Source: an optimization exercise on an open RTL-to-GDS flow (aim: small area). Production flows keep margins and buffers that such runs may drop.
In this exercise RTL edits were held to simulation tests only and were not proved equivalent to the original.
Power and IR drop assume default switching activity.

`config.mk`:
```
export PLATFORM = sky130hd
export DESIGN_NAME = pxar_softtbm_decoder
export DESIGN_NICKNAME = pxar_softtbm_decoder
export VERILOG_FILES = /design/flow/design.v
export SDC_FILE = /design/flow/constraint.sdc
export NUM_CORES = 4
export LEC_CHECK = 0
export CAP_MARGIN = 20
export CORE_MARGIN = 2
export CORE_UTILIZATION = 68
export PLACE_DENSITY = 0.8
export SLEW_MARGIN = 20
```
`constraint.sdc`:
```
create_clock -name core_clock -period 10.0 [get_ports {clk}]
set_input_delay 2.0000 -clock core_clock [delete_from_list [all_inputs] [get_ports {clk}]]
set_output_delay 2.0000 -clock core_clock [all_outputs]
set_load 0.01 [all_outputs]
```
`design.v`:
```
module pxar_softtbm_decoder (
    input  wire        clk,
    input  wire        rst,             
    input  wire        cfg_invert,      
    input  wire        cfg_readback,    
    input  wire [7:0]  cfg_chain_len,   
    input  wire [7:0]  cfg_chain_off,   
    input  wire        in_valid,
    input  wire [15:0] in_word,
    output reg         pix_valid,
    output wire [7:0]  pix_roc,
    output wire [5:0]  pix_col,
    output wire [6:0]  pix_row,
    output wire [7:0]  pix_value,
    output reg         evt_valid,
    output reg         evt_keep,
    output wire [15:0] evt_header,
    output wire [15:0] evt_trailer,
    output wire [15:0] evt_errors,
    output reg         rb_valid,
    output wire [3:0]  rb_slot,
    output wire [15:0] rb_word,
    input  wire [4:0]  stat_sel,
    input  wire        stat_clear,
    output reg  [31:0] stat_data
);
    function [31:0] add32(input [31:0] a, input [31:0] b, input ci);
        integer i;
        reg c;
        begin
            c = ci;
            for (i = 0; i < 32; i = i + 1) begin
                add32[i] = a[i] ^ b[i] ^ c;
                c = (a[i] & b[i]) | (c & (a[i] ^ b[i]));
            end
        end
    endfunction
    function [31:0] inc32(input [31:0] a, input ci);
        integer i;
        reg c;
        begin
            c = ci;
            for (i = 0; i < 32; i = i + 1) begin
                inc32[i] = a[i] ^ c;
                c = a[i] & c;
            end
        end
    endfunction
    function [31:0] dec32(input [31:0] a, input ci);
        integer i;
        reg c;
        begin
            c = ci;
            for (i = 0; i < 32; i = i + 1) begin
                dec32[i] = a[i] ^ c;
                c = ~a[i] & c;
            end
        end
    endfunction
    wire in_is_hdr = (in_word[15:13] == 3'b101);
    wire in_is_trl = (in_word[15:13] == 3'b110) && (in_word[11:8] == 4'd0);
    reg        in_frame;
    reg        f_start_err;
    reg        f_ovf;
    reg [15:0] f_n;            
    reg [7:0]  f_h1;           
    reg [7:0]  f_h2;           
    reg        f_h2_ok;        
    reg [11:0] f_d1;           
    reg        f_d1_111;       
    reg [11:0] f_d2;           
    reg        f_d2_111;       
    reg        f_d2_110;       
    reg        c_pend;         
    reg        c_hend;         
    wire app      = in_valid && in_frame && !in_is_hdr;
    wire n_is1    = c_hend || (f_n == 16'd1);
    wire room     = c_hend || (f_n != 16'd40000);
    wire n_ge4    = !c_hend && (f_n[15:2] != 14'd0);
    wire body     = app && room && n_ge4;                
    wire end_hdr  = in_valid && in_frame && in_is_hdr;
    wire commit   = c_hend || c_pend;
    wire [15:0] f_n_inc = c_hend ? 16'd2 : inc32({16'd0, f_n}, 1'b1);
    always @(posedge clk) begin
        if (rst) begin
            in_frame    <= 1'b0;
            f_start_err <= 1'b0;
            c_pend      <= 1'b0;
            c_hend      <= 1'b0;
        end else begin
            c_pend <= app && in_is_trl;
            c_hend <= end_hdr;
            if (in_valid && !in_frame && !in_is_hdr)
                f_start_err <= 1'b1;
            else if (commit)
                f_start_err <= 1'b0;
            if (c_hend) begin
                f_n   <= 16'd1;
                f_ovf <= 1'b0;
            end
            if (in_valid && in_is_hdr) begin
                in_frame <= 1'b1;
                f_h1     <= in_word[7:0];
                if (!in_frame) begin
                    f_n   <= 16'd1;
                    f_ovf <= 1'b0;
                end else if (!c_hend) begin
                    f_n   <= f_n;
                    f_ovf <= f_ovf;
                end
            end else if (app) begin
                if (room) begin
                    f_n <= f_n_inc;
                    if (!n_is1) begin
                        f_d1     <= f_d2;
                        f_d1_111 <= f_d2_111;
                        f_d2     <= in_word[11:0];
                        f_d2_111 <= (in_word[15:13] == 3'b111);
                        f_d2_110 <= (in_word[15:13] == 3'b110);
                    end else begin
                        f_h2    <= in_word[7:0];
                        f_h2_ok <= (in_word[15:13] == 3'b100);
                    end
                end else begin
                    f_ovf <= 1'b1;
                end
                if (in_is_trl)
                    in_frame <= 1'b0;
            end
        end
    end
    reg        s_hit;          
    reg [11:0] s_hit_a;        
    reg [10:0] s_hit_b;        
    reg [7:0]  s_nroc;         
    reg        s_nroc_big;     
    reg [14:0] s_address, s_pulse, s_corrupt;
    reg [14:0] s_err;          
    reg        s_anypix;
    wire [2:0] k_c1 = s_hit_a[11:9];
    wire [2:0] k_c0 = s_hit_a[8:6];
    wire [2:0] k_r2 = s_hit_a[5:3] ^ {3{cfg_invert}};
    wire [2:0] k_r1 = s_hit_a[2:0] ^ {3{cfg_invert}};
    wire [2:0] k_r0 = f_d1[11:9]   ^ {3{cfg_invert}};
    wire k_q_zero = (k_r2 == 3'd0) && (k_r1 == 3'd0) && !k_r0[2] && !k_r0[1];
    wire k_q_big  = (k_r2[2] && (k_r2[1] || k_r2[0])) ||                   
                    ((k_r2 == 3'd4) &&
                     ((k_r1[2] || (k_r1[1] && k_r1[0])) ||                  
                      ((k_r1 == 3'd2) && k_r0[2] && k_r0[1])));             
    wire k_c_big  = (k_c1[2] && (k_c1[1] || k_c1[0])) ||                   
                    ((k_c1 == 3'd4) && (k_c0[2] || k_c0[1]));              
    wire k_pulse   = f_d1[4];
    wire k_corrupt = !k_pulse && k_q_zero;
    wire k_address = !k_pulse && !k_q_zero && (k_q_big || k_c_big);
    wire b_is_roc = (f_d1[11:2] == 10'b0111111110);
    wire nroc_nz  = s_nroc_big || (s_nroc != 8'd0);
    wire [14:0] s_address_inc = inc32({17'd0, s_address}, 1'b1);
    wire [14:0] s_pulse_inc   = inc32({17'd0, s_pulse}, 1'b1);
    wire [14:0] s_corrupt_inc = inc32({17'd0, s_corrupt}, 1'b1);
    wire [14:0] s_err_inc     = inc32({17'd0, s_err}, 1'b1);
    wire        sc_long       = (f_n[15:2] != 14'd0);
    wire [7:0]  s_nroc_inc    = inc32({24'd0, s_nroc}, 1'b1);
    always @(posedge clk) begin
        if (rst) begin
            pix_valid  <= 1'b0;
            s_hit      <= 1'b0;
            s_nroc     <= 8'd0;
            s_nroc_big <= 1'b0;
            s_address  <= 15'd0;
            s_pulse    <= 15'd0;
            s_corrupt  <= 15'd0;
            s_err      <= 15'd0;
            s_anypix   <= 1'b0;
        end else begin
            pix_valid <= 1'b0;
            if (evt_valid) begin
                s_hit      <= 1'b0;
                s_nroc     <= 8'd0;
                s_nroc_big <= 1'b0;
                s_address  <= 15'd0;
                s_pulse    <= 15'd0;
                s_corrupt  <= 15'd0;
                s_err      <= 15'd0;
                s_anypix   <= 1'b0;
            end else if (commit) begin
                if (s_hit && sc_long)
                    s_err <= s_err_inc;
            end else if (body) begin
                if (s_hit) begin
                    s_hit   <= 1'b0;
                    s_hit_b <= {f_d1[11:5], f_d1[3:0]};
                    if (k_pulse || k_corrupt || k_address)
                        s_err <= s_err_inc;
                    if (k_pulse)
                        s_pulse <= s_pulse_inc;
                    else if (k_corrupt)
                        s_corrupt <= s_corrupt_inc;
                    else if (k_address)
                        s_address <= s_address_inc;
                    else begin
                        s_anypix  <= 1'b1;
                        pix_valid <= 1'b1;
                    end
                end else if (b_is_roc) begin
                    s_nroc <= s_nroc_inc;
                    if (s_nroc == 8'd255)
                        s_nroc_big <= 1'b1;
                end else if (nroc_nz) begin
                    s_hit   <= 1'b1;
                    s_hit_a <= f_d1;
                end
            end
        end
    end
    wire [2:0] p_c1 = s_hit_a[11:9];
    wire [2:0] p_c0 = s_hit_a[8:6];
    wire [2:0] p_r2 = s_hit_a[5:3] ^ {3{cfg_invert}};
    wire [2:0] p_r1 = s_hit_a[2:0] ^ {3{cfg_invert}};
    wire [2:0] p_r0 = s_hit_b[10:8] ^ {3{cfg_invert}};
    wire [6:0] p_q1 = add32({25'd0, p_r2, 4'd0}, {27'd0, p_r2, 1'b0}, 1'b0);
    wire [6:0] p_q2 = add32({28'd0, p_r1, 1'b0}, {29'd0, p_r1}, 1'b0);
    wire [6:0] p_q3 = add32({25'd0, p_q1}, {25'd0, p_q2}, 1'b0);
    wire [6:0] p_q  = add32({25'd0, p_q3}, {30'd0, p_r0[2:1]}, 1'b0);
    wire [6:0] p_row = add32({25'd0, 7'd80}, {25'd0, ~p_q}, 1'b1);
    wire [4:0] p_c   = add32({27'd0, p_c1, 2'd0}, {28'd0, p_c1, 1'b0}, 1'b0);
    wire [4:0] p_cc  = add32({27'd0, p_c}, {29'd0, p_c0}, 1'b0);
    wire [7:0] nroc_m1 = dec32({24'd0, s_nroc}, 1'b1);
    assign pix_roc   = add32({24'd0, cfg_chain_off}, {24'd0, nroc_m1}, 1'b0);
    assign pix_col   = {p_cc, p_r0[0]};
    assign pix_row   = p_row;
    assign pix_value = s_hit_b[7:0];
    reg        rb_dirty [0:15];
    reg [4:0]  rb_cnt   [0:15];    
    reg [15:0] rb_shift [0:15];
    reg        rb_msb;             
    reg [31:0] stat_rb;
    wire       rb_step  = body && !s_hit && b_is_roc && cfg_readback &&
                          !s_nroc_big && (s_nroc[7:4] == 4'd0);
    wire [3:0] rb_k     = s_nroc[3:0];
    wire       rbs_mark = f_d1[1];
    wire [4:0] rbs_cnt  = rb_cnt[rb_k];
    wire       rbs_is16 = (rbs_cnt == 5'd16);
    wire       rbs_emit = rbs_mark && rbs_is16;
    wire       rbs_err  = rbs_mark && !rbs_is16 && !rb_dirty[rb_k];
    wire [4:0] rbs_cnt0 = rbs_mark ? 5'd0 : rbs_cnt;
    wire [4:0] rbs_next = (rbs_cnt0 == 5'd17) ? 5'd17 : inc32({27'd0, rbs_cnt0}, 1'b1);
    wire       c_fail;             
    wire       clr = rst || stat_clear;
    integer j;
    always @(posedge clk) begin
        for (j = 0; j < 16; j = j + 1) begin
            if (clr) begin
                rb_dirty[j] <= 1'b1;
                rb_cnt[j]   <= 5'd0;
            end else if (commit && c_fail) begin
                rb_dirty[j] <= 1'b1;
            end else if (rb_step && rb_k == j) begin
                if (rbs_mark)
                    rb_dirty[j] <= 1'b0;
                rb_cnt[j] <= rbs_next;
            end
            if (rb_step && rb_k == j)
                rb_shift[j] <= {rb_shift[j][14:0], f_d1[0]};
        end
        if (rb_step)
            rb_msb <= rb_shift[rb_k][15];
        if (rst)
            rb_valid <= 1'b0;
        else
            rb_valid <= rb_step && rbs_emit;
        stat_rb <= {32{!clr}} & inc32(stat_rb, rb_step && rbs_err);
    end
    assign rb_slot = nroc_m1[3:0];
    wire [15:0] rb_cur = rb_shift[rb_slot];
    assign rb_word = {rb_msb, rb_cur[15:1]};
    wire c_short   = !sc_long;
    wire c_hdr_bad = !f_h2_ok;
    wire c_trl_bad = !f_d1_111 || !f_d2_110;
    wire c_ntp     = f_d1[7];
    wire c_pkam    = f_d2[6];
    wire c_fail_pkam  = c_pkam && c_ntp;
    wire c_fail_token = !c_pkam && c_ntp && nroc_nz;
    wire c_fail_miss  = !c_ntp && (s_nroc_big || (s_nroc != cfg_chain_len));
    assign c_fail     = !c_short && (c_fail_pkam || c_fail_token || c_fail_miss);
    wire c_keep       = !c_short && !(c_fail_pkam || c_fail_token || c_fail_miss);
    wire c_long       = commit && !c_short;
    reg [7:0] evt_h1, evt_h2;
    always @(posedge clk) begin
        if (rst) begin
            evt_valid <= 1'b0;
        end else begin
            evt_valid <= commit;
        end
        if (commit) begin
            evt_keep <= c_keep;
            evt_h2   <= f_h2;
        end
        if ((end_hdr && n_ge4) || c_pend)
            evt_h1 <= f_h1;
    end
    assign evt_header  = evt_keep ? {evt_h1, evt_h2} : 16'd0;
    assign evt_trailer = evt_keep ? {f_d1[7:0], f_d2[7:0]} : 16'd0;
    assign evt_errors  = evt_keep ? {1'b0, s_err} : 16'd0;
    localparam NA = 11;
    localparam NB = 4;
    wire [NA-1:0] a_inc;
    assign a_inc[0]  = c_long && c_keep && !s_anypix;    
    assign a_inc[1]  = c_long && c_keep && s_anypix;     
    assign a_inc[2]  = commit && f_start_err;            
    assign a_inc[3]  = c_hend;                           
    assign a_inc[4]  = commit && f_ovf;                  
    assign a_inc[5]  = c_long && c_fail_pkam;            
    assign a_inc[6]  = commit && (c_short || c_hdr_bad);  
    assign a_inc[7]  = commit && (c_short || c_trl_bad);  
    assign a_inc[8]  = c_long && c_fail_miss;            
    assign a_inc[9]  = c_long && c_fail_token;           
    assign a_inc[10] = c_long && s_hit;                  
    wire [15:0] b_add [0:NB-1];
    assign b_add[0] = f_n & {16{commit}};                 
    assign b_add[1] = {1'b0, s_address & {15{c_long}}};   
    assign b_add[2] = {1'b0, s_pulse & {15{c_long}}};     
    assign b_add[3] = {1'b0, s_corrupt & {15{c_long}}};   
    reg [3:0]  a_lo   [0:NA-1];
    reg        a_pend [0:NA-1];
    reg [27:0] a_ring [0:NA-1];
    reg [3:0]  a_ph;                   
    reg [15:0] b_lo   [0:NB-1];
    reg        b_pend [0:NB-1];
    reg [15:0] b_ring [0:NB-1];
    reg [1:0]  b_ph;                   
    reg [3:0]  z_cnt;                  
    wire       zeroing = (z_cnt != 4'd0);
    wire [27:0] a_tail = zeroing ? 28'd0 : inc32({4'd0, a_ring[0]}, a_pend[a_ph]);
    wire [15:0] b_tail = zeroing ? 16'd0 : inc32({16'd0, b_ring[0]}, b_pend[b_ph]);
    genvar g;
    generate
        for (g = 0; g < NA; g = g + 1) begin : ga
            wire [4:0] nx = inc32({28'd0, a_lo[g]}, a_inc[g]);
            always @(posedge clk) begin
                if (clr) begin
                    a_lo[g]   <= 4'd0;
                    a_pend[g] <= 1'b0;
                end else begin
                    a_lo[g]   <= nx[3:0];
                    a_pend[g] <= nx[4] || (a_pend[g] && (a_ph != g));
                end
            end
        end
        for (g = 0; g < NB; g = g + 1) begin : gb
            wire [16:0] nx = add32({16'd0, b_lo[g]}, {16'd0, b_add[g]}, 1'b0);
            always @(posedge clk) begin
                if (clr) begin
                    b_lo[g]   <= 16'd0;
                    b_pend[g] <= 1'b0;
                end else begin
                    b_lo[g]   <= nx[15:0];
                    b_pend[g] <= nx[16] || (b_pend[g] && (b_ph != g));
                end
            end
        end
        for (g = 0; g < NA - 1; g = g + 1) begin : gra
            always @(posedge clk) a_ring[g] <= a_ring[g+1];
        end
        for (g = 0; g < NB - 1; g = g + 1) begin : grb
            always @(posedge clk) b_ring[g] <= b_ring[g+1];
        end
    endgenerate
    always @(posedge clk) begin
        a_ring[NA-1] <= a_tail;
        b_ring[NB-1] <= b_tail;
        if (clr)
            z_cnt <= 4'd11;
        else if (zeroing)
            z_cnt <= dec32({28'd0, z_cnt}, 1'b1);
        if (rst) begin
            a_ph <= 4'd0;
            b_ph <= 2'd0;
        end else begin
            a_ph <= (a_ph == 4'd10) ? 4'd0 : inc32({28'd0, a_ph}, 1'b1);
            b_ph <= inc32({30'd0, b_ph}, 1'b1);
        end
    end
    reg       r_isa, r_isb;
    reg [3:0] r_a;
    reg [1:0] r_b;
    always @(*) begin
        r_isa = 1'b1;
        r_isb = 1'b0;
        r_a   = 4'd0;
        r_b   = 2'd0;
        case (stat_sel)
            5'd1:  r_a = 4'd0;
            5'd2:  r_a = 4'd1;
            5'd3:  r_a = 4'd2;
            5'd4:  r_a = 4'd3;
            5'd5:  r_a = 4'd4;
            5'd7:  r_a = 4'd5;
            5'd12: r_a = 4'd6;
            5'd13: r_a = 4'd7;
            5'd15: r_a = 4'd8;
            5'd16: r_a = 4'd9;
            5'd18: r_a = 4'd10;
            5'd0:  begin r_isa = 1'b0; r_isb = 1'b1; r_b = 2'd0; end
            5'd19: begin r_isa = 1'b0; r_isb = 1'b1; r_b = 2'd1; end
            5'd20: begin r_isa = 1'b0; r_isb = 1'b1; r_b = 2'd2; end
            5'd21: begin r_isa = 1'b0; r_isb = 1'b1; r_b = 2'd3; end
            default: r_isa = 1'b0;
        endcase
    end
    wire [4:0]  r_ad   = {1'b0, r_a} + 5'd11 - {1'b0, a_ph};     
    wire [3:0]  r_apos = (r_ad >= 5'd11) ? r_ad - 5'd11 : r_ad;
    wire [1:0]  r_bpos = r_b - b_ph;
    wire [27:0] r_ahi  = a_ring[r_apos];
    wire [15:0] r_bhi  = b_ring[r_bpos];
    always @(*) begin
        if (r_isa)
            stat_data = {zeroing ? 28'd0 : r_ahi, a_lo[r_a]};
        else if (r_isb)
            stat_data = {zeroing ? 16'd0 : r_bhi, b_lo[r_b]};
        else if (stat_sel == 5'd17)
            stat_data = stat_rb;
        else
            stat_data = 32'd0;
    end
endmodule
```
`flow/run.sh`:
```
#!/bin/bash
# The standard layout (standard.sh, unchanged synthesis), with two changes
# to how cells are chosen:
#  - port buffers are the smallest buffer instead of a delay buffer;
#  - clock tree: small clock buffers, larger sink clusters, no dummy loads.
# The full make output goes to flow.log in this folder.
set -euo pipefail
export BUFFER_PORTS_ARGS="-buffer_cell sky130_fd_sc_hd__buf_1"
export CTS_ARGS="-sink_clustering_enable -repair_clock_nets -dont_use_dummy_load -sink_clustering_size 16 -sink_clustering_max_diameter 55 -buf_list {sky130_fd_sc_hd__clkbuf_4 sky130_fd_sc_hd__clkbuf_8}"
bash standard.sh finish > flow.log 2>&1
```
`standard.sh`:
```
#!/bin/bash
# synth_recipe.tcl (not shown) runs the flow's synth.tcl, then flattens the netlist and writes it again
# the make line also repeats each setting of config.mk as NAME=value (left out here)
make -C /OpenROAD-flow-scripts/flow DESIGN_CONFIG=/design/flow/config.mk WORK_HOME=/design/flow/orfs CLKGATE_MAP_FILE= SYNTH_SCRIPT=/design/flow/synth_recipe.tcl "${@:-finish}"
```
==> results.toml, run 1 <==
[clock_tree]
postCtsHoldBufs = 0
cts-root-buf = "clkbuf_8"
cts_max_level = 3
numCtsBuffers = 82
clk_path_buf_depth = 3
cts_tree = "yes"
clk_latency_ps = 730
clk_pin_slew_worst_paths_ps = 100
post-cts-setup-buffer-count = 0
cts.sinks = 1069
cts_resized = 0

[floorplanning]
fp.coreArea_um2 = 61900
rows = 91
die_h_um = 255
die_area_um2 = 64900
die_w_um = 255
initial_core_util_pct = 69.0
io-pin-count = 176

[pwr]
combPwrFrac_pct = 8.5
power.share.switching_pct = 24.2
worst_ir_drop_vdd_v = 0.000158
switchingPower_mw = 1.72
pwr-share-clk_pct = 28.5
leakage_nw = 17.8
power_density_nw_per_um2 = 157
p_seq_share_pct = 63.0
intPower_mw = 5.39

[drt]
firstDrtPassIters = 6
wl_per_cell_um = 23.0
via_per_inst = 6.43
finalWirelength_um = 103000
ant_nets = 0
num_vias = 28922
drc_errors = 0
drtIter0Drc = 3339

[cells_and_area]
area_growth_pct = 6.01
drive_gt1_share_pct = 6.61
nets = 4031

[yosys]
yosysTopAreaCell = "dfxtp_1"
ys_seq_area_share_pct = 58.5
avgSynthCellArea_um2 = 12.1
synth.most_common_cell = "dfxtp_1"
yosys-top-cells-area = "dfxtp_1 (33%), edfxtp_1 (25%), ha_1 (7.5%), fa_1 (3.3%), and2_1 (3.2%)"
ys.flop_type = "dfxtp_1"
synth_edf_count = 358
synthDistinctLibCells = 84
ys_seq_elements = 1069
synth_top_cell_area_share_pct = 33.3
yosys_warnings = 10
syn-cell-area_um2 = 42700
synthCells = 3540
synth_common_cells = "dfxtp_1 (711), edfxtp_1 (358), ha_1 (256)"
synth-async-reset-ratio_pct = 0

[sta]
max_freq_mhz = 105
slew_headroom_pct = 26.8
skew_ps = 123
report.final.setup_viol = 0
worstMarginPinSlew_ps = 1100
maxSlewViolCount = 0
min_period_ps = 9550
rsz0062_at_grt = "no"
period_share_pct = 95.5
tns_ps = 0
layout_setup_ws_ps = 453
hold_viol = 0

[placed_design]
preCtsSetupSlack_ps = 441
io_buffer_count = 173
hpwl_um = 72400
gp_congestion = 0.929

[critical_path]
cp_slowest_cell = "ha_1"
critPathRequiredTime_ps = 10560
critPathLaunchType = "flip-flop"
path_class = "reg2reg"
critPathArrivalTime_ps = 10100
slowest_delay_ps = 700
cp-end-kind = "flip-flop"
crit_fanout = 17
cpMostUsedCell = "ha_1"

[grt]
grt_usage_pct = 32.1
grt_pass1_vias = 29229
overflow = 0
antenna_found_initial = 4
grt_pass1_wl_um = 162000
grt_max_degree = 88

[worst_hold_path]
hold_class = "reg2reg"

[run]
cap_violations = 0

[outcome]
outcome = "timing/DRC/antenna clean"
==> power groups by stage <==
| stage | clock network (mW) | logic (mW) | registers, mW |
|---|---|---|---|
| final | 2.02 | 0.605 | 4.48 |
| after global routing | 2.19 | 0.644 | 4.48 |
| after CTS | 2.05 | 0.591 | 4.48 |
| after detailed placement | 0 | 0.588 | 4.58 |
| after global placement | 0 | 0.566 | 4.58 |
| after floorplan | 0 | 0.388 | 4.57 |
==> critical path: cells and delay by family (launching register included) <==
family          cells  cell delay [ps]
compound gates      4              850
xor+xnor            1              160
fa+ha+maj          32             6570
buf+inv             1              200
flops               1              470
mux                 1              500
simple gates        3              630
==> cells in the final DEF (no fill, tap or decap), types with 34 or more instances in the layout <==
master / count
a21oi_1: 105
a221oi_1: 39
a222oi_1: 60
a22oi_1: 168
and2_1: 219
and3_1: 128
buf_1: 173
buf_4: 82
clkbuf_8: 82
dfxtp_1: 711
edfxtp_1: 358
fa_1: 71
ha_1: 255
inv_1: 86
mux2i_1: 40
mux4_2: 34
nand2_1: 228
nand3_1: 117
nor2_1: 203
o21ai_0: 140
==> state kept, by name, indices dropped and copies added, names as in the netlist, 16 cells and up <==
signal and cells:
stat_rb 32, f_n 16, rb_cnt 80, a_lo 44, rb_shift 256, rb_dirty 16, b_ring 64, b_lo 64
a_ring 308
==> through the flow <==
step / power (mW) / utilization (%) / std cells / hold WS (ps) / instance area (um^2)
6_report: 7.11 / 73.2 / 4497 / 308 / 45300
3_3_place_gp: 5.14 / 71.3 / 4412 / 331 / 44100
3_5_place_dp: 5.17 / 71.3 / 4413 / 332 / 44100
4_1_cts: 7.12 / 73.1 / 4495 / 304 / 45300
5_1_grt: 7.31 / 73.2 / 4497 / 312 / 45300
2_1_floorplan: 4.96 / - / 3540 / 324 / 42700
==> cell type report <==
cell class / count / area (um^2)
Sequential cell: 1069 / 25000
Antenna cell: 1 / 2.50
Fill cell: 4190 / 16600
Clock buffer: 82 / 1130
Tap cell: 837 / 1050
Timing Repair Buffer: 257 / 1310
Inverter: 88 / 330
Multi-Input combinational cell: 2163 / 16500
==> kinds of logic after synthesis <==
| group | after synthesis | share of synthesized area, % |
|---|---|---|
| XOR/XNOR | 45 | 0.922 |
| adder cells (fa/ha/maj) | 327 | 10.8 |
| AO/OA/AOI/OAI | 698 | 11.8 |
| other | 1 | 0.00877 |
| multiplexers | 76 | 2.78 |
| flip-flops | 1069 | 58.5 |
| buffers and inverters | 308 | 3.10 |
| AND/OR/NAND/NOR | 1016 | 12.1 |
==> per-layer routing <==
metal / global-route usage, % / vias to the layer above / share of wire [%]
li1: - / 13078 / -
met5: 0 / - / 0.026
met1: 41.7 / 14135 / 39
met3: 5.45 / 293 / 8.0
met4: 12.7 / 4 / 3.8
met2: 54.0 / 1412 / 49
==> path summary, 6_finish.rpt <==
check	slack, ps	endpoint	cells past startpoint	startpoint
max	450	stat_rb[31]	42	s_nroc[1]
min	310	a_ring[4][3]	0	a_ring[5][3]
max reg2reg	450	stat_rb[31]	42	s_nroc[1]
min reg2reg	310	a_ring[4][3]	0	a_ring[5][3]
==> inputs of run 2 (changes only) <==
--- a/config.mk
+++ b/config.mk
@@ -10,2 +10,3 @@
 export CORE_UTILIZATION = 68
+export GPL_TIMING_DRIVEN = 0
 export PLACE_DENSITY = 0.8
==> run 2 against run 1 <==
Against the previous run:
- still clean
- wire length up 11%
- core utilization increased by 0.91 points
- non-clock buffer count up 150
- clock power is 4% higher
- largest power group unchanged
==> results.toml, run 2 <==
[outcome]
outcome = "timing/DRC/antenna clean"

[sta]
min_period_ps = 9720
tns_ps = 0
period_share_pct = 97.2
maxSlewViolCount = 0
skew_ps = 84.1
rsz0062_at_grt = "no"
max_freq_mhz = 103
report.final.setup_viol = 0
hold_viol = 0
slew_headroom_pct = 24.7
worstMarginPinSlew_ps = 1130

[critical_path]
cp-end-kind = "output port"
slowest_delay_ps = 730
worstPathCellList = "buf_1, clkbuf_1, nor2b_1, o21a_1, clkbuf_1, clkinvlp_4, ha_1, fa_1, a21bo_4, o21ai_1, o2111ai_2, a22oi_1, clkbuf_1, a222oi_1, nand3_1, o21a_1, buf_1"
critPathRequiredTime_ps = 8000
cp_slowest_cell = "fa_1"
critPathLaunchType = "primary input"
critPathArrivalTime_ps = 7720
path_class = "in2out"
cpMostUsedCell = "clkbuf_1"
crit_fanout = 10

[floorplanning]
die_w_um = 255
fp.coreArea_um2 = 61900
die_h_um = 255
rows = 91
io-pin-count = 176
initial_core_util_pct = 69.0
die_area_um2 = 64900

[placed_design]
hpwl_um = 84700
io_buffer_count = 170
gp_congestion = 0.983

[drt]
via_per_inst = 6.53
firstDrtPassIters = 9
drc_errors = 0
num_vias = 30353
finalWirelength_um = 115000
ant_nets = 0
wl_per_cell_um = 24.7
drtIter0Drc = 3884

[yosys]
synth.most_common_cell = "dfxtp_1"
synthDistinctLibCells = 84
synthMuxAreaShare_pct = 2.78
synth_common_cells = "dfxtp_1 (711), edfxtp_1 (358), ha_1 (256)"
yosys_warnings = 10
yosysTopAreaCell = "dfxtp_1"
ys.flop_type = "dfxtp_1"
synth_top_family_by_area = "simple AND/OR/NAND/NOR gates"
syn-cell-area_um2 = 42700
synthCells = 3540
ys_seq_elements = 1069
ys_seq_area_share_pct = 58.5
yosys.area_share.simple_pct = 12.1
yosys-top-cells-area = "dfxtp_1 (33%), edfxtp_1 (25%), ha_1 (7.5%), fa_1 (3.3%), and2_1 (3.2%)"
synth_top_cell_area_share_pct = 33.3
synth-async-reset-ratio_pct = 0
synth_compound_area_share_pct = 11.8
synthAdderAreaFrac_pct = 10.8
synthXorXnorAreaFrac_pct = 0.922
synth_edf_count = 358
avgSynthCellArea_um2 = 12.1

[cells_and_area]
regMostFlops = "a_ring"
area_growth_pct = 7.33
n_fill_cell = 4293
largest_reg_flops = 308
reg_top3 = "a_ring: 308 flops, rb_shift: 256 flops, rb_cnt: 80 flops"
layout_commonest_cell = "dfxtp_1"
regArea_um2 = 25000
drive_gt1_share_pct = 6.59
multi_input_area_um2 = 16500
nets = 4183
mostFrequentLayoutCells = "dfxtp_1 (711), edfxtp_1 (358), ha_1 (256)"

[clock_tree]
clk_pin_slew_worst_paths_ps = 100
cts_tree = "yes"
cts_max_level = 3
cts.sinks = 1069
clk_latency_ps = 720
post-cts-setup-buffer-count = 0
cts-root-buf = "clkbuf_8"
postCtsHoldBufs = 0
numCtsBuffers = 84
clk_path_buf_depth = 3

[pwr]
power_mw = 7.23
worst_ir_drop_vdd_v = 0.000118
power_density_nw_per_um2 = 158
leakage_nw = 18.0

[worst_hold_path]
hold_class = "reg2reg"

[grt]
overflow = 0
grt_max_degree = 20
antenna_found_initial = 4
grt_pass1_wl_um = 174000
grt_usage_pct = 35.3
grt_pass1_vias = 30255

[run]
cap_violations = 0
## run 2: layout make-up
cell class / instances / share of cell area, %
flip-flops and latches: 1069 / 54.5
multi-input cells: 2163 / 36.0
clock buffers: 84 / 2.52
well taps: 837 / 2.28
plain buffers: 220 / 2.18
repair buffers: 187 / 1.80
inverters: 88 / 0.728
diodes: 3 / 0.0164
## run 2: logic make-up (layout without fill, tap and decap cells)
group / count (synthesis) / count (layout)
xor gates and xnor gates: 45 / 45
AOI/OAI and AO/OA: 698 / 698
buffers and inverters: 308 / 579
adders and majority gates: 327 / 327
and+or+nand+nor: 1016 / 1016
other: 1 / 4
muxes: 76 / 76
DFF: 1069 / 1069
## run 2: what timing repair did
action                                 4_1_cts  5_1_grt
setup endpoints to repair                    0       24
endpoints found under the hold margin        0        0
gates resized for setup                      0        9
## run 2: path summary, 6_finish.rpt
path                      from           end  slack (ps)  cells past startpoint
setup / recovery   stat_sel[3]  stat_data[4]         280                     17
setup reg to reg     s_nroc[0]   stat_rb[31]         350                     43
hold reg to reg   a_ring[5][1]  a_ring[4][1]         330                      0
hold / removal    a_ring[5][1]  a_ring[4][1]         330                      0
## run 2: worst max-delay path: cells and delay by family
kind                       cells  cell delay [ps]
AOI/OAI and AO/OA              7             2080
adders and majority gates      2             1130
buffers and inverters          6             2180
and+or+nand+nor                2              320
## run 2: power breakdown
group | leakage, nW | switching (mW) | internal (mW)
sequential | 8.96 | 0.0107 | 4.47
combinational | 8.42 | 0.470 | 0.180
clock | 0.604 | 1.34 | 0.754
total | 18.0 | 1.82 | 5.40
## run 2: metal layers
metal | global-route usage, % | share of wire, %
met5 | 0 | 0
met3 | 6.65 | 9.6
met1 | 46.9 | 39
met4 | 13.9 | 4.1
met2 | 57.6 | 47
## run 2: per-stage QoR
step | setup slack (ps) | utilization (%) | instances | area [um^2] | hold WS [ps]
floorplan | 1340 | - | 3540 | 42700 | 324
global placement | -363 | 71.7 | 4547 | 44400 | 329
detailed placement | 15.7 | 72.1 | 4563 | 44700 | 335
CTS | 142 | 74.0 | 4647 | 45800 | 316
global route | 10.1 | 74.1 | 4651 | 45900 | 321
finish | 279 | 74.1 | 4651 | 45900 | 331
==> inputs of run 3 (changes only) <==
--- a/config.mk
+++ b/config.mk
@@ -7,3 +7,3 @@
 export LEC_CHECK = 0
-export CAP_MARGIN = 20
+export CAP_MARGIN = 5
 export CORE_MARGIN = 2
@@ -12,2 +12,2 @@
 export PLACE_DENSITY = 0.8
-export SLEW_MARGIN = 20
+export SLEW_MARGIN = 5
==> run 3 against run 2 <==
Against the previous run:
- still clean on timing, DRC and antenna
- power is essentially flat
- clock power about the same
- worst hold slack lost 18 ps
- core utilization about the same
- non-clock buffer count decreased by 1
- sequential power about the same
==> results.toml, run 3 <==
[outcome]
outcome = "timing/DRC/antenna clean"

[grt]
grt_pass1_vias = 30105
grt_usage_pct = 35.3
antenna_found_initial = 3
overflow = 0
grt_pass1_wl_um = 174000
grt_max_degree = 20

[drt]
finalWirelength_um = 115000
drtIter0Drc = 4068
ant_nets = 0
wl_per_cell_um = 24.7
num_vias = 30326
drc_errors = 0
firstDrtPassIters = 7
via_per_inst = 6.52

[worst_hold_path]
min_to = "a_ring[7][2]"
hold_class = "reg2reg"
hold_start = "a_ring[8][2]"
worstHoldPathCells = 0

[floorplanning]
rows = 91
die_w_um = 255
io-pin-count = 176
die_h_um = 255
fp.coreArea_um2 = 61900
die_area_um2 = 64900
initial_core_util_pct = 69.0

[critical_path]
crit_start = "stat_sel[3]"
cp-end-kind = "output port"
r2r-start = "s_nroc[0]"
r2r_end = "stat_rb[31]"
critPathLaunchType = "primary input"
critPathRequiredTime_ps = 8000
reg2regPathDepth = 44
critPathArrivalTime_ps = 7740
crit_fanout = 10
path_class = "in2out"
ff2ff_setup_slack_ps = 400

[pwr]
leakage_nw = 18.0
power_density_nw_per_um2 = 157
worst_ir_drop_vdd_v = 0.000123

[sta]
report.final.setup_viol = 0
period_share_pct = 97.4
rsz0062_at_grt = "no"
holdWs_ps = 312
hold_viol = 0
maxSlewViolCount = 0
skew_ps = 88.0
max_freq_mhz = 103
tns_ps = 0
min_period_ps = 9740
worstMarginPinSlew_ps = 1140
slew_headroom_pct = 23.8

[yosys]
yosys-top-cells-area = "dfxtp_1 (33%), edfxtp_1 (25%), ha_1 (7.5%), fa_1 (3.3%), and2_1 (3.2%)"
synth_common_cells = "dfxtp_1 (711), edfxtp_1 (358), ha_1 (256)"
synthCells = 3540
synth_top_cell_area_share_pct = 33.3
ys_seq_area_share_pct = 58.5
avgSynthCellArea_um2 = 12.1
syn-cell-area_um2 = 42700
ys.flop_type = "dfxtp_1"
synth-async-reset-ratio_pct = 0
yosys_warnings = 10
yosysTopAreaCell = "dfxtp_1"
synthDistinctLibCells = 84
synth.most_common_cell = "dfxtp_1"
ys_seq_elements = 1069
synth_edf_count = 358

[cells_and_area]
drive_gt1_share_pct = 6.59
layout_commonest_cell = "dfxtp_1"
regMostFlops = "a_ring"
nets = 4183
area_growth_pct = 7.38
mostFrequentLayoutCells = "dfxtp_1 (711), edfxtp_1 (358), ha_1 (256)"
reg_top3 = "a_ring: 308 flops, rb_shift: 256 flops, rb_cnt: 80 flops"
instances_no_fill = 4651
largest_reg_flops = 308

[run]
cap_violations = 0

[clock_tree]
cts_tree = "yes"
cts_max_level = 3
cts-root-buf = "clkbuf_8"
cts.sinks = 1069
clk_latency_ps = 730
clk_path_buf_depth = 3
post-cts-setup-buffer-count = 0
numCtsBuffers = 85
clk_pin_slew_worst_paths_ps = 100
postCtsHoldBufs = 0

[placed_design]
gp_congestion = 0.983
dp_cells = 4563
io_buffer_count = 170
hpwl_um = 84500
## run 3: cell count changes in the layout (fill, tap and decap cells not counted)
cell / delta
clkbuf_8: +1
a2111oi_1: +1
a2111oi_2: -1
buf_6: -7
a22oi_1: -2
nor3_1: +1
buf_4: -2
nor3_2: -1
buf_8: +6
buf_2: +2
a22oi_2: +2
## run 3: critical path, cell delays in order
cell        delay [ps]
buf_1              180
clkbuf_1           360
nor2b_1            190
o21a_1             130
clkbuf_1           450
clkinvlp_4         410
ha_1               410
fa_1               720
a21bo_4            280
o21a_4             240
a2111o_1           450
and2_1             300
a21oi_2            360
buf_2              450
a22oi_1            130
nand3_1            130
a2bb2oi_1          360
buf_1              190
## run 3: worst max path at each step
stage,end,slack (ps),depth (start not counted)
global route,stat_data[5],40,20
CTS,stat_data[30],130,18
floorplan,stat_rb[31],1340,40
global placement,stat_rb[31],-360,41
detailed placement,stat_data[30],-110,18
finish,stat_data[5],260,18
## run 3: cells by family (layout without fill, tap and decap cells)
kind of cell / count (synthesis) / in the layout / synth area share, %
DFF: 1069 / 1069 / 58.5
and+or+nand+nor: 1016 / 1016 / 12.1
xor gates and xnor gates: 45 / 45 / 0.922
other: 1 / 4 / 0.00877
muxes: 76 / 76 / 2.78
adders and majority gates: 327 / 327 / 10.8
buffers and inverters: 308 / 579 / 3.10
AOI/OAI and AO/OA: 698 / 698 / 11.8
## run 3: metal layers
layer	track usage, %	up-vias	share of wire (%)
li1	-	13384	-
met1	47.1	14978	39
met2	57.8	1669	48
met3	6.70	295	9.2
met4	13.0	0	3.7
met5	0	-	0
## run 3: repair_timing
action / CTS / global route
pin swaps: 0 / 0
setup endpoints to repair: 1 / 24
resized for setup: 1 / 11
## run 3: layout make-up
| class | instances | area (um^2) |
|---|---|---|
| timing repair buffer | 186 | 832 |
| sequential | 1069 | 25000 |
| buffer | 220 | 998 |
| fill | 4301 | 16000 |
| tap | 837 | 1050 |
| inverter | 88 | 334 |
| clock buffer | 85 | 1170 |
| multi-input combinational | 2163 | 16500 |
| antenna | 3 | 7.51 |
## run 3: power by group
group	switching, mW	leakage [nW]	internal [mW]
clock network	1.33	0.611	0.762
logic	0.473	8.42	0.180
registers	0.0108	8.96	4.47
total	1.82	18.0	5.41
## run 3: through the flow
step	utilization (%)	total power, mW	setup WS (ps)	instance area [um^2]
after detailed placement	72.1	5.20	-108	44700
after floorplan	-	4.96	1340	42700
final	74.1	7.22	256	45900
after global routing	74.1	7.41	36.6	45900
after CTS	74.0	7.20	132	45800
after global placement	71.7	5.18	-363	44400
==> inputs of run 4 (changes only) <==
--- a/flow/run.sh
+++ b/flow/run.sh
@@ -4,3 +4,4 @@
 #  - port buffers are the smallest buffer instead of a delay buffer;
-#  - clock tree: small clock buffers, larger sink clusters, no dummy loads.
+#  - clock tree: small clock buffers, larger sink clusters, no dummy loads;
+#  - the buffers ABC adds are removed at floorplan (repair adds what is needed).
 # The full make output goes to flow.log in this folder.
@@ -8,2 +9,3 @@
 export BUFFER_PORTS_ARGS="-buffer_cell sky130_fd_sc_hd__buf_1"
+export REMOVE_ABC_BUFFERS=1
 export CTS_ARGS="-sink_clustering_enable -repair_clock_nets -dont_use_dummy_load -sink_clustering_size 16 -sink_clustering_max_diameter 55 -buf_list {sky130_fd_sc_hd__clkbuf_4 sky130_fd_sc_hd__clkbuf_8}"
--- a/config.mk
+++ b/config.mk
@@ -7,7 +7,6 @@
 export LEC_CHECK = 0
-export CAP_MARGIN = 5
+export CAP_MARGIN = 20
 export CORE_MARGIN = 2
-export CORE_UTILIZATION = 68
-export GPL_TIMING_DRIVEN = 0
-export PLACE_DENSITY = 0.8
-export SLEW_MARGIN = 5
+export CORE_UTILIZATION = 55
+export PLACE_DENSITY = 0.7
+export SLEW_MARGIN = 20
==> run 4 against run 3 <==
Against the previous run:
- register-to-register slack better by 210 ps
- synthesized cell count stayed put
- sequential cell count stayed put
- area after synthesis unchanged
- sequential power about the same
- combinational power shrank 3.7%
- final cell count rose by 1.5%
==> results.toml, run 4 <==
[grt]
grt_usage_pct = 25.5
overflow = 0
grt_pass1_wl_um = 158000
antenna_found_initial = 3
grt_pass1_vias = 27251
grt_max_degree = 192

[cells_and_area]
drive_gt1_share_pct = 7.21
layout_commonest_cell = "dfxtp_1"
regMostFlops = "a_ring"
area_growth_pct = 7.15
nets = 4050
reg_top3 = "a_ring: 308 flops, rb_shift: 256 flops, rb_cnt: 80 flops"
mostFrequentLayoutCells = "dfxtp_1 (711), edfxtp_1 (358), ha_1 (256)"
largest_reg_flops = 308
n_fill_cell = 6353

[clock_tree]
postCtsHoldBufs = 0
clk_pin_slew_worst_paths_ps = 90
cts.sinks = 1069
cts_max_level = 3
cts-root-buf = "clkbuf_8"
cts_resized = 0
clk_path_buf_depth = 3
post-cts-setup-buffer-count = 0
cts_tree = "yes"
clk_latency_ps = 750
numCtsBuffers = 92

[critical_path]
cp-end-kind = "flip-flop"
endpoint = "stat_rb[31]"
path_class = "reg2reg"
crit_start = "s_nroc[1]"
r2r-start = "s_nroc[1]"
cp_slowest_cell = "ha_1"
critPathArrivalTime_ps = 9990
r2r_end = "stat_rb[31]"
cpMostUsedCell = "ha_1"
reg2regPathDepth = 42
slowest_delay_ps = 850
path_buf_inv = 1
critPathRequiredTime_ps = 10590
ff2ff_setup_slack_ps = 610
critical-path-top-delay-family = "adder cells"
critPathLaunchType = "flip-flop"
path_depth = 42
crit_fanout = 18

[sta]
hold_viol = 0
min_period_ps = 9390
maxSlewViolCount = 0
period_share_pct = 93.9
slew_headroom_pct = 30.6
rsz0062_at_grt = "no"
max_freq_mhz = 106
skew_ps = 118
tns_ps = 0
worstMarginPinSlew_ps = 1040
holdWs_ps = 248
report.final.setup_viol = 0

[placed_design]
io_buffer_count = 173
gp_congestion = 0.867
hpwl_um = 71800

[yosys]
ys.flop_type = "dfxtp_1"
yosys_warnings = 10
ys_seq_area_share_pct = 58.5
yosysTopAreaCell = "dfxtp_1"
syn-cell-area_um2 = 42700
synth-async-reset-ratio_pct = 0
synth.most_common_cell = "dfxtp_1"
ys_seq_elements = 1069
synthCells = 3540
yosys-top-cells-area = "dfxtp_1 (33%), edfxtp_1 (25%), ha_1 (7.5%), fa_1 (3.3%), and2_1 (3.2%)"
synth_common_cells = "dfxtp_1 (711), edfxtp_1 (358), ha_1 (256)"
synthDistinctLibCells = 84
synth_edf_count = 358
avgSynthCellArea_um2 = 12.1
synth_top_cell_area_share_pct = 33.3

[pwr]
power_mw = 7.27
power_density_nw_per_um2 = 159
leakage_nw = 17.9
worst_ir_drop_vdd_v = 0.000125

[floorplanning]
die_h_um = 283
rows = 102
io-pin-count = 176
initial_core_util_pct = 55.4
fp.coreArea_um2 = 77200
die_area_um2 = 80000
die_w_um = 283

[drt]
drtIter0Drc = 2796
finalWirelength_um = 103000
via_per_inst = 5.95
ant_nets = 0
num_vias = 28074
drc_errors = 0
wl_per_cell_um = 21.8
firstDrtPassIters = 8

[worst_hold_path]
hold_class = "reg2reg"

[outcome]
outcome = "timing/DRC/antenna clean"

[run]
cap_violations = 0
-- run 4: how the worst min path moves through the flow --
| stage | from | slack (ps) | end | cells past startpoint |
|---|---|---|---|---|
| 5_1_grt | a_ring[6][7] | 260 | a_ring[5][7] | 0 |
| 4_1_cts | a_ring[6][7] | 260 | a_ring[5][7] | 0 |
| 2_1_floorplan | a_ring[5][22] | 320 | a_ring[4][22] | 0 |
| 3_5_place_dp | b_ring[1][8] | 330 | b_ring[0][8] | 0 |
| 3_3_place_gp | b_ring[3][14] | 330 | b_ring[2][14] | 0 |
| 6_report | a_ring[6][7] | 250 | a_ring[5][7] | 0 |
-- run 4: per-layer routing --
metal	routed length, um	track usage [%]	vias up	share of wire (%)
li1	-	-	13132	-
met1	46200	36.5	13838	45
met2	46900	40.4	925	46
met3	6770	4.15	175	6.6
met4	2680	7.03	4	2.6
met5	27	0	-	0.026
-- run 4: final cells by class --
| class | instances | area [um^2] | area share (%) |
|---|---|---|---|
| Inverter | 88 | 330 | 0.721 |
| Clock buffer | 92 | 1270 | 2.76 |
| Tap cell | 1040 | 1300 | 2.84 |
| Antenna cell | 1 | 2.50 | 0.00546 |
| Sequential cell | 1069 | 25000 | 54.6 |
| Timing Repair Buffer | 266 | 1390 | 3.02 |
| Multi-Input combinational cell | 2163 | 16500 | 36.1 |
-- run 4: cell families after synthesis --
family                   Yosys count  synth area share [%]
AO/OA/AOI/OAI                    698                  11.8
XOR/XNOR                          45                 0.922
adder cells (fa/ha/maj)          327                  10.8
buffers and inverters            308                  3.10
flip-flops                      1069                  58.5
multiplexers                      76                  2.78
other                              1               0.00877
AND/OR/NAND/NOR                 1016                  12.1
-- run 4: per-stage QoR --
stage	util [%]	setup WS (ps)	cells	cell area [um^2]
after detailed placement	57.7	532	4626	44500
after CTS	59.3	659	4718	45800
after global routing	59.3	223	4719	45800
after floorplan	-	339	3320	41700
final	59.3	606	4719	45800
after global placement	57.7	577	4626	44500
-- run 4: where the power goes --
part           total [mW]  internal, mW  leakage [nW]  switching, mW
logic               0.630         0.197          8.33          0.433
registers            4.48          4.47          8.96         0.0102
clock network        2.16         0.820         0.661           1.34
total                7.27          5.48          17.9           1.78
==> inputs of run 5 (changes only) <==
==> flow/run.sh (replaced) <==
#!/bin/bash
# The standard layout (standard.sh, unchanged synthesis), with two changes
# to how cells are chosen:
#  - port buffers are the smallest buffer instead of a delay buffer;
#  - clock tree: small clock buffers, larger sink clusters, no dummy loads.
# The full make output goes to flow.log in this folder.
set -euo pipefail
export BUFFER_PORTS_ARGS="-buffer_cell sky130_fd_sc_hd__buf_1"
export CTS_ARGS="-sink_clustering_enable -repair_clock_nets -dont_use_dummy_load -sink_clustering_size 20 -sink_clustering_max_diameter 45 -buf_list {sky130_fd_sc_hd__clkbuf_4 sky130_fd_sc_hd__clkbuf_8}"
bash standard.sh finish > flow.log 2>&1
==> run 5 against run 4 <==
Against the previous run:
- largest cell class unchanged
- non-clock buffer count is 9 lower
- highest routed layer unchanged
- worst setup slack gained 11 ps
- via count is 0.26% lower
- critical path type is now in2out
==> results.toml, run 5 <==
[outcome]
outcome = "timing/DRC/antenna clean"

[pwr]
p_seq_share_pct = 60.1
leakage_nw = 18.1
power.share.switching_pct = 24.1
switchingPower_mw = 1.80
power_density_nw_per_um2 = 162
intPower_mw = 5.65
pwr-share-clk_pct = 31.9
worst_ir_drop_vdd_v = 0.000114
combPwrFrac_pct = 7.9

[clock_tree]
post-cts-setup-buffer-count = 0
postCtsHoldBufs = 0
clk_latency_ps = 800
cts_max_level = 3
clk_path_buf_depth = 3
cts_resized = 0
clk_pin_slew_worst_paths_ps = 100
cts_tree = "yes"
cts.sinks = 1069
cts-root-buf = "clkbuf_8"
numCtsBuffers = 114

[grt]
overflow = 0
grt_usage_pct = 25.6
grt_pass1_wl_um = 158000
grt_max_degree = 84
antenna_found_initial = 6
grt_pass1_vias = 27734

[sta]
tns_ps = 0
worstMarginPinSlew_ps = 1240
slew_headroom_pct = 17.0
maxSlewViolCount = 0
layout_setup_ws_ps = 617
max_freq_mhz = 107
skew_ps = 102
report.final.setup_viol = 0
hold_viol = 0
rsz0062_at_grt = "no"
min_period_ps = 9380
holdWs_ps = 306
period_share_pct = 93.8

[placed_design]
post_dp_cell_area_um2 = 44400
io_buffer_count = 173
gp_congestion = 0.862
dp_cells = 4615
preCtsSetupSlack_ps = 539
hpwl_um = 69500

[drt]
drtIter0Drc = 2828
wl_per_cell_um = 21.4
via_per_inst = 5.91
ant_nets = 0
drc_errors = 0
finalWirelength_um = 101000
num_vias = 28000
firstDrtPassIters = 6

[critical_path]
slowest_delay_ps = 560
critPathArrivalTime_ps = 7380
path_class = "in2out"
crit_fanout = 14
worstPathCellList = "buf_1, nor3b_1, a32o_1, inv_1, ha_1, inv_1, ha_1, or2_1, and3_1, o311ai_2, nand2_1, a32oi_1, nor2_1, a2111oi_0, o22ai_1, buf_1"
cp_slowest_cell = "a2111oi_0"
cp-end-kind = "output port"
critPathLaunchType = "primary input"
critPathRequiredTime_ps = 8000

[floorplanning]
die_area_um2 = 80000
fp.coreArea_um2 = 77200
die_w_um = 283
io-pin-count = 176
initial_core_util_pct = 55.4
die_h_um = 283
rows = 102

[yosys]
ys.flop_type = "dfxtp_1"
ys_seq_elements = 1069
synth_common_cells = "dfxtp_1 (711), edfxtp_1 (358), ha_1 (256)"
synthDistinctLibCells = 84
syn-cell-area_um2 = 42700
yosys_warnings = 10
avgSynthCellArea_um2 = 12.1
synth_edf_count = 358
synth-async-reset-ratio_pct = 0
yosys-top-cells-area = "dfxtp_1 (33%), edfxtp_1 (25%), ha_1 (7.5%), fa_1 (3.3%), and2_1 (3.2%)"
synthCells = 3540
synth_top_cell_area_share_pct = 33.3
yosysTopAreaCell = "dfxtp_1"
synth.most_common_cell = "dfxtp_1"
ys_seq_area_share_pct = 58.5

[cells_and_area]
reg_top3 = "a_ring: 308 flops, rb_shift: 256 flops, rb_cnt: 80 flops"
layout_commonest_cell = "dfxtp_1"
drive_gt1_share_pct = 7.42
mostFrequentLayoutCells = "dfxtp_1 (711), edfxtp_1 (358), ha_1 (256)"
instances_no_fill = 4735
finalInstanceArea_um2 = 46000
nets = 4063
regMostFlops = "a_ring"
largest_reg_flops = 308
area_growth_pct = 7.64

[run]
cap_violations = 0

[worst_hold_path]
hold_class = "reg2reg"
## run 5: critical path, delay by kind of cell
family	cells	cell delay, ps
AO/OA/AOI/OAI	5	2100
AND/OR/NAND/NOR	5	1610
buffers and inverters	4	940
adder cells (fa/ha/maj)	2	730
## run 5: logic make-up (layout without fill, tap and decap cells)
kind of cell / count (synthesis) / in the layout / share of synthesized area [%]
flip-flops: 1069 / 1069 / 58.5
AND/OR/NAND/NOR: 1016 / 1016 / 12.1
AO/OA/AOI/OAI: 698 / 698 / 11.8
adder cells (fa/ha/maj): 327 / 327 / 10.8
buffers and inverters: 308 / 459 / 3.10
multiplexers: 76 / 76 / 2.78
XOR/XNOR: 45 / 45 / 0.922
other: 1 / 5 / 0.00877
## run 5: final cells by class
class	instances	area, um^2
tap	1040	1300
inverter	88	330
sequential	1069	25000
timing repair buffer	257	1300
antenna	4	10.0
clock buffer	114	1570
multi-input combinational	2163	16500
fill	6294	31200
## run 5: per-layer routing
layer  share of wire [%]  global-route usage (%)
met1                  44                    35.1
met2                  46                    40.8
met3                 7.4                    5.43
met4                 2.9                    7.94
met5               0.034                       0
## run 5: path summary, 6_finish.rpt
kind | slack [ps] | endpoint | cells after the start | startpoint
worst max-delay path | 620 | stat_data[30] | 16 | stat_sel[4]
worst min-delay path | 310 | a_ring[4][10] | 0 | a_ring[5][10]
worst max register to register | 760 | stat_rb[31] | 41 | s_nroc[0]
worst min register to register | 310 | a_ring[4][10] | 0 | a_ring[5][10]
## run 5: per-stage QoR
step | power (mW) | util, %
detailed placement | 5.16 | 57.5
global placement | 5.16 | 57.5
global route | 7.71 | 59.6
CTS | 7.49 | 59.5
floorplan | 4.96 | -
finish | 7.45 | 59.6
## run 5: power by group through the flow
stage               Combinational, mW  Sequential [mW]  Clock [mW]
detailed placement              0.584             4.58           0
CTS                             0.586             4.48        2.43
floorplan                       0.388             4.57           0
finish                          0.591             4.48        2.38
global placement                0.580             4.58           0
global route                    0.640             4.48        2.59
==> inputs of run 6 (changes only) <==
--- a/flow/run.sh
+++ b/flow/run.sh
@@ -8,3 +8,3 @@
 export BUFFER_PORTS_ARGS="-buffer_cell sky130_fd_sc_hd__buf_1"
-export CTS_ARGS="-sink_clustering_enable -repair_clock_nets -dont_use_dummy_load -sink_clustering_size 20 -sink_clustering_max_diameter 45 -buf_list {sky130_fd_sc_hd__clkbuf_4 sky130_fd_sc_hd__clkbuf_8}"
+export CTS_ARGS="-sink_clustering_enable -repair_clock_nets -dont_use_dummy_load -sink_clustering_size 30 -sink_clustering_max_diameter 60 -buf_list {sky130_fd_sc_hd__clkbuf_16}"
 bash standard.sh finish > flow.log 2>&1
==> run 6 against run 5 <==
Against the previous run:
- critical path type unchanged
- design area rose by 0.25%
- still clean on timing, DRC and antenna
- combinational power barely moved
- worst setup slack improved by 2.9 ps
- synthesized cell count did not move
- sequential cell count did not move
- first-iteration DRC count fell by 6.5%
- largest cell class unchanged
==> results.toml, run 6 <==
[sta]
hold_viol = 0
min_period_ps = 9380
maxSlewViolCount = 0
worstMarginPinSlew_ps = 1190
tns_ps = 0
max_freq_mhz = 107
period_share_pct = 93.8
rsz0062_at_grt = "no"
report.final.setup_viol = 0
skew_ps = 82.4
holdWs_ps = 312
slew_headroom_pct = 20.2

[floorplanning]
fp.coreArea_um2 = 77200
initial_core_util_pct = 55.4
io-pin-count = 176
die_w_um = 283
die_area_um2 = 80000
rows = 102
die_h_um = 283

[pwr]
switchingPower_mw = 1.77
pwr-share-clk_pct = 33.5
worst_ir_drop_vdd_v = 0.000151
combPwrFrac_pct = 7.7
power.share.switching_pct = 23.2
leakage_nw = 18.1
intPower_mw = 5.86
power_density_nw_per_um2 = 165
p_seq_share_pct = 58.7

[yosys]
synthCells = 3540
yosys-top-cells-area = "dfxtp_1 (33%), edfxtp_1 (25%), ha_1 (7.5%), fa_1 (3.3%), and2_1 (3.2%)"
synth.most_common_cell = "dfxtp_1"
synth-async-reset-ratio_pct = 0
ys_seq_elements = 1069
synth_top_cell_area_share_pct = 33.3
syn-cell-area_um2 = 42700
ys.flop_type = "dfxtp_1"
yosys_warnings = 10
avgSynthCellArea_um2 = 12.1
ys_seq_area_share_pct = 58.5
synth_common_cells = "dfxtp_1 (711), edfxtp_1 (358), ha_1 (256)"
yosysTopAreaCell = "dfxtp_1"
synthDistinctLibCells = 84
synth_edf_count = 358

[grt]
grt_usage_pct = 25.4
grt_pass1_vias = 27371
grt_pass1_wl_um = 157000
overflow = 0
antenna_found_initial = 8
grt_max_degree = 84

[drt]
ant_nets = 0
drtIter0Drc = 2644
finalWirelength_um = 101000
firstDrtPassIters = 6
drc_errors = 0
num_vias = 27795
via_per_inst = 5.93
wl_per_cell_um = 21.5

[critical_path]
cp-end-kind = "output port"
crit_fanout = 14
r2r-start = "s_nroc[0]"
critPathRequiredTime_ps = 8000
path_class = "in2out"
critPathLaunchType = "primary input"
reg2regPathDepth = 41
ff2ff_setup_slack_ps = 790
critPathArrivalTime_ps = 7380
r2r_end = "stat_rb[31]"

[placed_design]
dp_cells = 4615
post_dp_cell_area_um2 = 44400
hpwl_um = 69500
gp_congestion = 0.862
io_buffer_count = 173

[clock_tree]
post-cts-setup-buffer-count = 0
cts_resized = 0
numCtsBuffers = 68
postCtsHoldBufs = 0
cts_max_level = 3
clk_latency_ps = 660
cts_tree = "yes"
clk_pin_slew_worst_paths_ps = 90
clk_path_buf_depth = 3
cts-root-buf = "clkbuf_16"
cts.sinks = 1069

[cells_and_area]
drive_gt1_share_pct = 6.20
finalInstanceArea_um2 = 46100
nets = 4015
largest_reg_flops = 308
area_growth_pct = 7.91
instances_no_fill = 4689
reg_top3 = "a_ring: 308 flops, rb_shift: 256 flops, rb_cnt: 80 flops"
mostFrequentLayoutCells = "dfxtp_1 (711), edfxtp_1 (358), ha_1 (256)"
utilization_pct = 59.7
layout_commonest_cell = "dfxtp_1"
n_fill_cell = 6256
regMostFlops = "a_ring"

[worst_hold_path]
min_to = "a_ring[9][11]"
worstHoldPathCells = 0
hold_class = "reg2reg"
hold_start = "a_ring[10][11]"

[run]
cap_violations = 0

[outcome]
outcome = "timing/DRC/antenna clean"
-- run 6: layout make-up --
| type | count | area [um^2] | share of cell area [%] |
|---|---|---|---|
| inverter | 88 | 330 | 0.716 |
| tap | 1040 | 1300 | 2.82 |
| multi-input combinational | 2163 | 16500 | 35.8 |
| clock buffer | 68 | 1700 | 3.69 |
| timing repair buffer | 255 | 1280 | 2.77 |
| antenna | 6 | 15.0 | 0.0326 |
| sequential | 1069 | 25000 | 54.2 |
-- run 6: kinds of logic (layout without fill, tap and decap cells) --
logic type / Yosys count / after routing / synth area share, %
DFF: 1069 / 1069 / 58.5
and+or+nand+nor: 1016 / 1016 / 12.1
AOI/OAI and AO/OA: 698 / 698 / 11.8
adders and majority gates: 327 / 327 / 10.8
buffers and inverters: 308 / 411 / 3.10
muxes: 76 / 76 / 2.78
xor gates and xnor gates: 45 / 45 / 0.922
other: 1 / 7 / 0.00877
-- run 6: per-stage QoR --
step | total power [mW] | setup slack (ps)
after floorplan | 4.96 | 1340
after global placement | 5.16 | 635
after detailed placement | 5.16 | 539
after CTS | 7.68 | 659
after global routing | 7.88 | 100
final | 7.63 | 620
-- run 6: power by group through the flow --
| stage | combinational [mW] | clock (mW) | sequential (mW) |
|---|---|---|---|
| after floorplan | 0.388 | 0 | 4.57 |
| after global placement | 0.580 | 0 | 4.58 |
| after detailed placement | 0.584 | 0 | 4.58 |
| after CTS | 0.587 | 2.61 | 4.48 |
| after global routing | 0.640 | 2.76 | 4.48 |
| final | 0.591 | 2.56 | 4.48 |
-- run 6: how the worst max path moves through the flow --
stage                     slack [ps]  depth (start not counted)         from             to
after floorplan                 1340                         40  in_word[14]    stat_rb[31]
after global placement           630                         41  in_word[14]    stat_rb[31]
after detailed placement         540                         41  in_word[14]    stat_rb[31]
after CTS                        660                         16  stat_sel[4]  stat_data[30]
after global routing             100                         16  stat_sel[4]  stat_data[30]
final                            620                         16  stat_sel[4]  stat_data[30]
-- run 6: routing by layer --
layer  vias up  wire length [um]  global-route usage, %  part of all wire [%]
li1      13091                 -                      -                     -
met1     13470             44100                   34.9                    44
met2      1021             46000                   40.3                    46
met3       209              7510                   5.34                   7.5
met4         4              3040                   8.15                   3.0
met5         -                29                      0                 0.029
-- run 6: critical path, cell delays in order --
cell,delay [ps]
buf_1,350
nor3b_1,500
a32o_1,440
inv_1,350
ha_1,380
inv_1,40
ha_1,350
or2_1,310
and3_1,310
o311ai_2,530
nand2_1,440
a32oi_1,290
nor2_1,50
a2111oi_0,550
o22ai_1,290
buf_1,190
==> inputs of run 7 (changes only) <==
==> run.sh (new file) <==
#!/bin/bash
# synth_recipe.tcl (not shown) runs the flow's synth.tcl, then flattens the netlist and writes it again
# the make line also repeats each setting of config.mk as NAME=value (left out here)
make -C /OpenROAD-flow-scripts/flow DESIGN_CONFIG=/design/flow/config.mk WORK_HOME=/design/flow/orfs CLKGATE_MAP_FILE= SYNTH_SCRIPT=/design/flow/synth_recipe.tcl finish
--- a/config.mk
+++ b/config.mk
@@ -9,4 +9,3 @@
 export CORE_MARGIN = 2
-export CORE_UTILIZATION = 55
-export PLACE_DENSITY = 0.7
+export CORE_UTILIZATION = 40
 export SLEW_MARGIN = 20
removed: flow/run.sh
removed: standard.sh
==> run 7 against run 6 <==
Against the previous run:
- still clean on timing, DRC and antenna
- wire length grew 8.4%
- power increased by 23%
- combinational power rose by 13%
- via count increased by 1.4%
- worst hold slack gained 14 ps
- global-route usage down 5.6 points
- core utilization is 12 points lower
- worst setup slack got worse by 250 ps
==> results.toml, run 7 <==
[pwr]
power_density_nw_per_um2 = 187
power.share.switching_pct = 23.6
combPwrFrac_pct = 7.1
p_seq_share_pct = 47.9
switchingPower_mw = 2.21
worst_ir_drop_vdd_v = 0.000155
pwr-share-clk_pct = 44.9
leakage_nw = 19.6
intPower_mw = 7.14

[floorplanning]
io-pin-count = 176
die_w_um = 331
die_h_um = 331
initial_core_util_pct = 40.5
rows = 119
fp.coreArea_um2 = 106000
die_area_um2 = 109000

[drt]
firstDrtPassIters = 7
via_per_inst = 5.42
ant_nets = 0
wl_per_cell_um = 21.0
num_vias = 28183
drc_errors = 0
finalWirelength_um = 109000
drtIter0Drc = 2407

[placed_design]
gp_congestion = 0.855
io_buffer_count = 173
post_dp_cell_area_um2 = 46200
hpwl_um = 74500

[critical_path]
slowest_delay_ps = 630
cp_slowest_cell = "clkdlybuf4s50_1"
path_class = "in2out"
critPathLaunchType = "primary input"
critPathRequiredTime_ps = 8000
critPathArrivalTime_ps = 7630
cp-end-kind = "output port"
worstPathCellList = "clkdlybuf4s50_1, inv_1, ha_1, nand2_1, nand3b_1, a22oi_1, inv_1, ha_1, ha_1, inv_1, fa_1, a21bo_4, o21a_4, o311ai_4, o211ai_1, mux2i_4, buf_4, o21ai_0, o21ai_0, clkdlybuf4s50_1"
crit_fanout = 16

[cells_and_area]
area_growth_pct = 16.8
reg_top3 = "a_ring: 308 flops, rb_shift: 256 flops, rb_cnt: 80 flops"
layout_commonest_cell = "dfxtp_1"
regArea_um2 = 25000
n_fill_cell = 9531
regMostFlops = "a_ring"
multi_input_area_um2 = 16500
largest_reg_flops = 308
mostFrequentLayoutCells = "dfxtp_1 (711), edfxtp_1 (358), ha_1 (256)"
drive_gt1_share_pct = 9.48
nets = 4088
finalInstanceArea_um2 = 49900

[sta]
period_share_pct = 96.3
tns_ps = 0
max_freq_mhz = 104
report.final.setup_viol = 0
skew_ps = 47.6
worstMarginPinSlew_ps = 1060
hold_viol = 0
slew_headroom_pct = 29.0
maxSlewViolCount = 0
rsz0062_at_grt = "no"
min_period_ps = 9630

[yosys]
synth-async-reset-ratio_pct = 0
syn-cell-area_um2 = 42700
ys_seq_elements = 1069
synth_common_cells = "dfxtp_1 (711), edfxtp_1 (358), ha_1 (256)"
synth_edf_count = 358
yosys-top-cells-area = "dfxtp_1 (33%), edfxtp_1 (25%), ha_1 (7.5%), fa_1 (3.3%), and2_1 (3.2%)"
synth_top_cell_area_share_pct = 33.3
ys.flop_type = "dfxtp_1"
synth.most_common_cell = "dfxtp_1"
yosysTopAreaCell = "dfxtp_1"
ys_seq_area_share_pct = 58.5
synthDistinctLibCells = 84
yosys_warnings = 10
avgSynthCellArea_um2 = 12.1
synthCells = 3540

[clock_tree]
cts_max_level = 3
postCtsHoldBufs = 0
numCtsBuffers = 108
clk_path_buf_depth = 3
clk_pin_slew_worst_paths_ps = 60
cts-root-buf = "clkbuf_16"
clk_latency_ps = 710
cts_tree = "yes"
cts.sinks = 1069
post-cts-setup-buffer-count = 0

[outcome]
outcome = "timing/DRC/antenna clean"

[grt]
grt_usage_pct = 19.8
grt_pass1_wl_um = 167000
antenna_found_initial = 11
overflow = 0
grt_max_degree = 88
grt_pass1_vias = 28133

[worst_hold_path]
hold_class = "reg2reg"

[run]
cap_violations = 0
==> run 7: path summary, 6_finish.rpt <==
check	from	to	slack [ps]	cells past startpoint
setup / recovery	stat_sel[1]	stat_data[26]	370	20
hold / removal	a_ring[9][15]	a_ring[8][15]	330	0
setup reg to reg	s_nroc[1]	stat_rb[31]	710	41
hold reg to reg	a_ring[9][15]	a_ring[8][15]	330	0
==> run 7: cell families after synthesis <==
logic type,synth area share (%)
flip-flops,58.5
AND/OR/NAND/NOR,12.1
AO/OA/AOI/OAI,11.8
multiplexers,2.78
XOR/XNOR,0.922
buffers and inverters,3.10
adder cells (fa/ha/maj),10.8
other,0.00877
==> run 7: metal layers <==
layer  up-vias  GRT usage, %  wire [um]
li1      13305             -          -
met1     13727          27.6      49800
met2       920          30.3      47900
met3       215          4.70       8030
met4        16          6.60       3260
met5         -             0        115
==> run 7: power by group through the flow <==
stage	logic [mW]	clock network, mW	registers (mW)
floorplan	0.388	0	4.57
global placement	0.660	0	4.58
detailed placement	0.662	0	4.58
CTS	0.665	4.29	4.48
global route	0.717	4.46	4.48
finish	0.667	4.20	4.48
==> run 7: metrics by stage <==
stage	worst slack (ps)	power, mW	hold WS [ps]	cells	util [%]
after CTS	295	9.43	321	5200	47.3
after floorplan	1340	4.96	324	3540	-
after global placement	425	5.24	327	4999	43.8
final	370	9.35	326	5203	47.3
after global routing	40.0	9.66	327	5200	47.3
after detailed placement	309	5.24	331	4999	43.8
==> run 7: final cells by class <==
class	instances	area share (%)
Antenna cell	3	0.0150
Clock buffer	148	6.10
Clock inverter	53	1.35
Inverter	88	0.661
Multi-Input combinational cell	2163	33.1
Sequential cell	1069	50.0
Tap cell	1391	3.49
Timing Repair Buffer	288	5.27
==> run 7: timing repair <==
item	CTS	global route
resized for setup	0	1
endpoints found under the setup margin	0	1
endpoints found under the hold margin	0	0
==> run 7: worst max-delay path, delay by kind of cell <==
family	cells	cell delay, ps
AOI/OAI and AO/OA	7	1770
adders and majority gates	4	1240
buffers and inverters	6	1880
muxes	1	550
and+or+nand+nor	2	160

[static timing again, ports no longer ideal]
Ports are ideal in the flow. The routed layouts listed here were re-timed in OpenROAD. Step 1 (the two cells are an assumption about what drives the block):
set clk [get_ports {clk}]
set_driving_cell -lib_cell sky130_fd_sc_hd__clkbuf_16 $clk
set_driving_cell -lib_cell sky130_fd_sc_hd__buf_2 [delete_from_list [all_inputs] $clk]
Step 2 adds t to the input delays and takes it off the output delays; t is the mean of the earliest and latest rising clock arrival at the registers after step 1. Input paths then give back, and output paths get back, about the clock's delay inside the block. Three values: ideal ports, drivers, drivers and shift; two values: the first two.
run	t, ns	setup slack, ns	latest minus earliest clock arrival (ns)	slew at the worst register clock pin (ns)
run 1	0.736	0.453 / 0.453 / 0.453	0.122 / 0.123	0.11 / 0.11
run 2	0.754	0.279 / 0.247 / -0.056	0.096 / 0.097	0.11 / 0.11
run 3	0.752	0.256 / 0.215 / -0.130	0.089 / 0.090	0.11 / 0.11
run 4	0.754	0.606 / 0.606 / 0.494	0.118 / 0.118	0.11 / 0.11
run 5	0.811	0.617 / 0.513 / 0.513	0.118 / 0.119	0.11 / 0.11
run 6	0.686	0.620 / 0.518 / 0.518	0.083 / 0.083	0.11 / 0.11
run 7	0.754	0.370 / 0.228 / 0.228	0.048 / 0.049	0.07 / 0.07
Met with ideal ports but missed after step 2: setup timing in run 2 and run 3. The setup slack of run 3, which loses most, moves by -0.041 ns with the drivers and by -0.386 ns with both steps.
